From an optimization exercise on the open Yosys and OpenROAD flow, aimed at small area, a short achievable clock period and few clock cycles per item; shortcuts taken in it are not production practice.
No functional check of the RTL was part of this run.
Power and IR drop assume default switching activity.

File: flow/config.mk
export PLATFORM = sky130hd
export DESIGN_NAME = hsw_split
export DESIGN_NICKNAME = hsw_split
export VERILOG_FILES = /design/flow/design.v
export SDC_FILE = /design/flow/constraint.sdc
export NUM_CORES = 4
export LEC_CHECK = 0
export CAP_MARGIN = 20
export CORE_MARGIN = 2
export CORE_UTILIZATION = 40
export SLEW_MARGIN = 20
File: flow/constraint.sdc
create_clock -name core_clock -period 10.0 [get_ports {clk}]
set_input_delay 2.0000 -clock core_clock [delete_from_list [all_inputs] [get_ports {clk}]]
set_output_delay 2.0000 -clock core_clock [all_outputs]
set_load 0.01 [all_outputs]
File: flow/design.v
module hsw_split (
    input  wire         clk,
    input  wire         rst,         
    input  wire         start,
    input  wire [15:0]  len,         
    output wire         busy,
    input  wire         in_valid,
    input  wire [31:0]  in_data,
    output wire         in_ready,
    output reg          done,
    output reg  [255:0] pen,
    output reg  [255:0] init,
    output reg  [31:0]  mw,
    output reg  [255:0] digest
);
    localparam [1:0] S_IDLE  = 2'd0,
                     S_LOAD  = 2'd1,
                     S_ROUND = 2'd2,
                     S_ADD   = 2'd3;
    reg [1:0]   state;
    reg [15:0]  msg_len;
    reg [10:0]  blk;         
    reg [10:0]  last_blk;    
    reg [3:0]   slot;        
    reg [5:0]   rnd;         
    reg [31:0]  H [0:7];     
    reg [31:0]  V [0:7];     
    reg [31:0]  W [0:15];    
    integer i;
    function [31:0] rotr(input [31:0] x, input integer n);
        rotr = (x >> n) | (x << (32 - n));
    endfunction
    function [31:0] bsig0(input [31:0] x);
        bsig0 = rotr(x, 2) ^ rotr(x, 13) ^ rotr(x, 22);
    endfunction
    function [31:0] bsig1(input [31:0] x);
        bsig1 = rotr(x, 6) ^ rotr(x, 11) ^ rotr(x, 25);
    endfunction
    function [31:0] ssig0(input [31:0] x);
        ssig0 = rotr(x, 7) ^ rotr(x, 18) ^ (x >> 3);
    endfunction
    function [31:0] ssig1(input [31:0] x);
        ssig1 = rotr(x, 17) ^ rotr(x, 19) ^ (x >> 10);
    endfunction
    localparam [2047:0] KTAB = {
        32'hc67178f2, 32'hbef9a3f7, 32'ha4506ceb, 32'h90befffa,    
        32'h8cc70208, 32'h84c87814, 32'h78a5636f, 32'h748f82ee,    
        32'h682e6ff3, 32'h5b9cca4f, 32'h4ed8aa4a, 32'h391c0cb3,    
        32'h34b0bcb5, 32'h2748774c, 32'h1e376c08, 32'h19a4c116,    
        32'h106aa070, 32'hf40e3585, 32'hd6990624, 32'hd192e819,    
        32'hc76c51a3, 32'hc24b8b70, 32'ha81a664b, 32'ha2bfe8a1,    
        32'h92722c85, 32'h81c2c92e, 32'h766a0abb, 32'h650a7354,    
        32'h53380d13, 32'h4d2c6dfc, 32'h2e1b2138, 32'h27b70a85,    
        32'h14292967, 32'h06ca6351, 32'hd5a79147, 32'hc6e00bf3,    
        32'hbf597fc7, 32'hb00327c8, 32'ha831c66d, 32'h983e5152,    
        32'h76f988da, 32'h5cb0a9dc, 32'h4a7484aa, 32'h2de92c6f,    
        32'h240ca1cc, 32'h0fc19dc6, 32'hefbe4786, 32'he49b69c1,    
        32'hc19bf174, 32'h9bdc06a7, 32'h80deb1fe, 32'h72be5d74,    
        32'h550c7dc3, 32'h243185be, 32'h12835b01, 32'hd807aa98,    
        32'hab1c5ed5, 32'h923f82a4, 32'h59f111f1, 32'h3956c25b,    
        32'he9b5dba5, 32'hb5c0fbcf, 32'h71374491, 32'h428a2f98    
    };
    wire [16:0] pos      = {blk, slot, 2'b00};
    wire        is_last  = (blk == last_blk);
    wire        need_in  = (pos < {1'b0, msg_len});
    reg  [31:0] pad_word;
    always @(*) begin : padding
        integer k;
        reg [16:0] q;
        pad_word = 32'd0;
        if (is_last && slot == 4'd15) begin
            pad_word = {13'd0, msg_len, 3'd0};       
        end else if (is_last && slot == 4'd14) begin
            pad_word = 32'd0;                        
        end else begin
            for (k = 0; k < 4; k = k + 1) begin
                q = pos + k;
                if (q < {1'b0, msg_len})
                    pad_word[31-8*k -: 8] = in_data[31-8*k -: 8];
                else if (q == {1'b0, msg_len})
                    pad_word[31-8*k -: 8] = 8'h80;
                else
                    pad_word[31-8*k -: 8] = 8'h00;
            end
        end
    end
    wire [31:0] t1 = V[7] + bsig1(V[4]) + ((V[4] & V[5]) ^ (~V[4] & V[6]))
                   + KTAB[32*rnd +: 32] + W[0];
    wire [31:0] t2 = bsig0(V[0]) + ((V[0] & V[1]) ^ (V[0] & V[2]) ^ (V[1] & V[2]));
    wire [31:0] w_next = ssig1(W[14]) + W[9] + ssig0(W[1]) + W[0];
    assign busy     = (state != S_IDLE);
    assign in_ready = (state == S_LOAD) && need_in;
    wire [16:0] len_p72 = {1'b0, len} + 17'd72;
    always @(posedge clk) begin
        if (rst) begin
            state <= S_IDLE;
            done  <= 1'b0;
        end else begin
            case (state)
                S_IDLE: begin
                    if (start) begin
                        done     <= 1'b0;
                        msg_len  <= len;
                        blk      <= 11'd0;
                        last_blk <= len_p72[16:6] - 11'd1;
                        slot     <= 4'd0;
                        H[0] <= 32'h6a09e667; H[1] <= 32'hbb67ae85;
                        H[2] <= 32'h3c6ef372; H[3] <= 32'ha54ff53a;
                        H[4] <= 32'h510e527f; H[5] <= 32'h9b05688c;
                        H[6] <= 32'h1f83d9ab; H[7] <= 32'h5be0cd19;
                        state <= S_LOAD;
                    end
                end
                S_LOAD: begin
                    if (!need_in || in_valid) begin
                        W[slot] <= pad_word;
                        slot    <= slot + 4'd1;
                        if (slot == 4'd15) begin
                            for (i = 0; i < 8; i = i + 1)
                                V[i] <= H[i];
                            rnd   <= 6'd0;
                            state <= S_ROUND;
                        end
                    end
                end
                S_ROUND: begin
                    if (is_last && rnd == 6'd63) begin
                        for (i = 0; i < 8; i = i + 1)
                            pen[255-32*i -: 32] <= V[i];
                        mw <= W[0];
                    end
                    V[0] <= t1 + t2;
                    V[1] <= V[0];
                    V[2] <= V[1];
                    V[3] <= V[2];
                    V[4] <= V[3] + t1;
                    V[5] <= V[4];
                    V[6] <= V[5];
                    V[7] <= V[6];
                    for (i = 0; i < 15; i = i + 1)
                        W[i] <= W[i+1];
                    W[15] <= w_next;
                    rnd <= rnd + 6'd1;
                    if (rnd == 6'd63)
                        state <= S_ADD;
                end
                S_ADD: begin
                    for (i = 0; i < 8; i = i + 1)
                        H[i] <= H[i] + V[i];
                    if (is_last) begin
                        for (i = 0; i < 8; i = i + 1) begin
                            init[255-32*i -: 32]   <= H[i];
                            digest[255-32*i -: 32] <= H[i] + V[i];
                        end
                        done  <= 1'b1;
                        state <= S_IDLE;
                    end else begin
                        blk   <= blk + 11'd1;
                        slot  <= 4'd0;
                        state <= S_LOAD;
                    end
                end
            endcase
        end
    end
endmodule
File: flow/run.sh
#!/bin/bash
# synth_recipe.tcl (not shown) runs the flow's synth.tcl, then flattens the netlist and writes it again
# the make line also repeats each setting of config.mk as NAME=value (left out here)
make -C /OpenROAD-flow-scripts/flow DESIGN_CONFIG=/design/flow/config.mk WORK_HOME=/design/flow/orfs CLKGATE_MAP_FILE= SYNTH_SCRIPT=/design/flow/synth_recipe.tcl finish
==> summary.txt <==
Final non-filler cell total - 11300
Max Clock Freq - 106 MHz
PwrDens - 389 nW/um^2
Max Root-Sink Buffers - 3
Clk sink count - 1875
Max-capacitance violation count - 0
Nets - 8599
Vias per std cell - 5.62
Antenna violations before repair - 12
Die height - 491 um
Slew @ Worst Pin - 1.25 ns
Largest net degree at the start of global routing - 229
Status - complete, no violations
FF-to-FF path depth - 39
Commonest non-fill, non-tap cell in the layout - edfxtp_1
WP data required - 10.59 ns
# setup viols final - 0
Vias - 63300
Proportion of layout cells with a drive suffix above 1 - 9.59%
Mapped Cells - 7043
Post-synth EDFFs - 1872
Num CTS Buffers - 203
Most used cell along the critical path - inv_1
GRT Max-Usage Layer - met2
M3 GR Usage - 4.32%
GPL Wtd Cong - 0.953
Synth Register Bits - 1875
Routing usage on met1 - 36.7%
Die area - 241000 sq um
CTS H-tree lvls - 4
Lkg Pwr - 43.6 nW
Yosys warns - 3
Highest-count cells in the layout ignoring fill and taps - edfxtp_1 (1872), clkdlybuf4s50_1 (854), a21o_1 (724), xnor2_1 (462), ha_1 (412)
Placeable Area - 236000 sq um
FP Rows - 178
Vias in the first global route - 61800
Max rail drop VDD - 0.000669 V
Worst relative slew slack - 15.9%
Final Hold Fails - 0
Slowest-stage cell, CP - fa_1
Number of unique standard cell types used by synthesis - 99
Clock skew - 0.0412 ns
FFs w/ async S/R, synth - 0%
Primary FF master, synth - edfxtp_1
CP max stage delay - 0.55 ns
Hold path cells - 0
Worst-path fanout max - 8
I/O pin count - 855
Bufs and invs on worst path - 8
Pre-antenna DRT Iters - 6
Main area contributors after synthesis - edfxtp_1 (59%), a21o_1 (5.7%), ha_1 (5.5%)
Slew Viols, Final - 0
Crit. End Element - flop
Routed Antenna Nets - 0
Synth top area share - 59.2%
Root buf cell - clkbuf_16
Final min period - 9.44 ns
I/O Buffers - 854
Final WL - 343000 um
Drt wl/cell - 30.4 um
Crit share post-route - 94.4%
Synth area leader - edfxtp_1
Worst setup path class - flop to flop
Worst Hold Slack - 0.482 ns
Crit-path leading delay family - compound AO/OA/AOI/OAI gates
Syn_area_per_cell - 13.5 sq um
Congestion Overflow GR - 0
Syn nets - 7704
First-pass GRT wire length - 478000 um
GR Util All Layers - 27.7%
RSZ-0062 raised after global routing - no
Post-Syn Area - 95000 sq um
Clock latency (worst-skew pair) - 0.85 ns
Worst hold path class - flop to flop
Met2 Track Usage GR - 44.9%
Clock-pin slew on the worst setup and hold paths - 0.08 ns
Seq/Total Area, Yosys - 59.2%
Worst path arrival time - 10.04 ns
Die width - 491 um
Crit path depth - 39
DRC - 0
Initial drt markers - 6746
CTS tree - yes
Worst setup SP type - flop
Area Overhead vs Synth - 20.0%
Total placed cells including tap cells - 10900
Initial Util - 40.3%
Dpl hpwl - 261000 um
==> where the power goes <==
part / switching, mW / internal (mW) / leakage (nW)
combinational: 15.6 / 10.7 / 23.9
clock: 3.27 / 4.12 / 3.11
sequential: 0.691 / 9.93 / 16.6
total: 19.6 / 24.8 / 43.6
==> repair_timing <==
item | in CTS | in global routing
endpoints found under the setup margin | 0 | 1
resized for setup | 0 | 2
hold buffers | 0 | 0
buffers inserted | 0 | 0
==> cells in the mapped netlist (59+ instances only) <==
library cell and instances:
a21o_1 724, a21oi_1 354, and2_1 152, clkbuf_1 246, edfxtp_1 1872, fa_1 195, ha_1 414, inv_1 374
mux2_2 261, nand2_1 245, nand2b_1 157, nand3_1 84, nor2_1 272, nor2b_1 59, nor3_1 79, o21a_1 63
o21ai_0 216, o21bai_1 61, xnor2_1 462, xor2_1 163
==> area by class of cell <==
| class | count | area, sq um |
|---|---|---|
| flip-flops and latches | 1875 | 56300 |
| repair buffers | 965 | 9520 |
| clock inverters | 130 | 1140 |
| clock buffers | 240 | 5280 |
| fillers | 20800 | 122000 |
| well taps | 3150 | 3940 |
| diodes | 8 | 20.0 |
| multi-input cells | 4516 | 36500 |
| inverters | 377 | 1420 |
==> registers in the layout (all words and copies together) (netlist names), 4 cells and up <==
name      count
V           256
W           512
msg_len      16
init        256
H           256
slot          4
mw           32
blk          11
last_blk     11
rnd           6
pen         256
digest      256
==> final timing paths <==
kind | start | endpoint | slack (ns)
worst max-delay path | rnd[1]$_SDFFCE_PN0P_ | V[0][30]$_DFFE_PP_ | 0.56
worst min-delay path | H[1][26]$_SDFFCE_PN0P_ | init[218]$_DFFE_PP_ | 0.48
worst min register to register | H[1][26]$_SDFFCE_PN0P_ | init[218]$_DFFE_PP_ | 0.48
worst max register to register | rnd[1]$_SDFFCE_PN0P_ | V[0][30]$_DFFE_PP_ | 0.56
==> per-stage QoR <==
stage          area [sq um]  TNS (ns)  worst slack [ns]  utilization [%]  power, mW
2_1_floorplan         95100  -4174.72             -4.67                -       29.3
3_3_place_gp         108000         0             0.741             45.7       36.8
3_5_place_dp         108000         0             0.673             45.7       36.9
4_1_cts              114000         0             0.607             48.4       44.4
5_1_grt              114000         0            0.0508             48.4       47.4
6_report             114000         0             0.557             48.4       44.4
==> kinds of logic after synthesis <==
kind of cell / synth area share (%)
mux: 3.65
fa+ha+maj: 9.59
compound gates: 12.6
flops: 59.2
simple gates: 6.57
xor+xnor: 5.76
buf+inv: 2.59
==> routing by layer <==
metal	vias to the layer above	part of all wire, %
met2	2663	47
met1	32300	41
li1	27800	-
met3	549	6.5
met4	0	5.3
met5	-	0

## separate check: timing with driven ports
How much do the figures lean on ideal ports? The routed layout below was timed once more, with nothing changed but the port constraints. Step 1 (the two cells are an assumption about what drives the block):
set clk [get_ports {clk}]
set_driving_cell -lib_cell sky130_fd_sc_hd__clkbuf_16 $clk
set_driving_cell -lib_cell sky130_fd_sc_hd__buf_2 [delete_from_list [all_inputs] $clk]
Step 2 adds t to the input delays and takes it off the output delays; t is the mean of the earliest and latest rising clock arrival at the registers after step 1. Input paths then give back, and output paths get back, about the clock's delay inside the block. Slacks: ideal / step 1 / step 2; pairs: ideal / step 1.
t (ns): 0.933
setup slack, ns: 0.557 / 0.557 / 0.557
worst hold slack (ns): 0.482 / 0.482 / 0.482
After both steps this run still meets setup and hold. For this run, drivers alone change the setup slack by 0.000 ns; drivers and shift together by 0.000 ns.
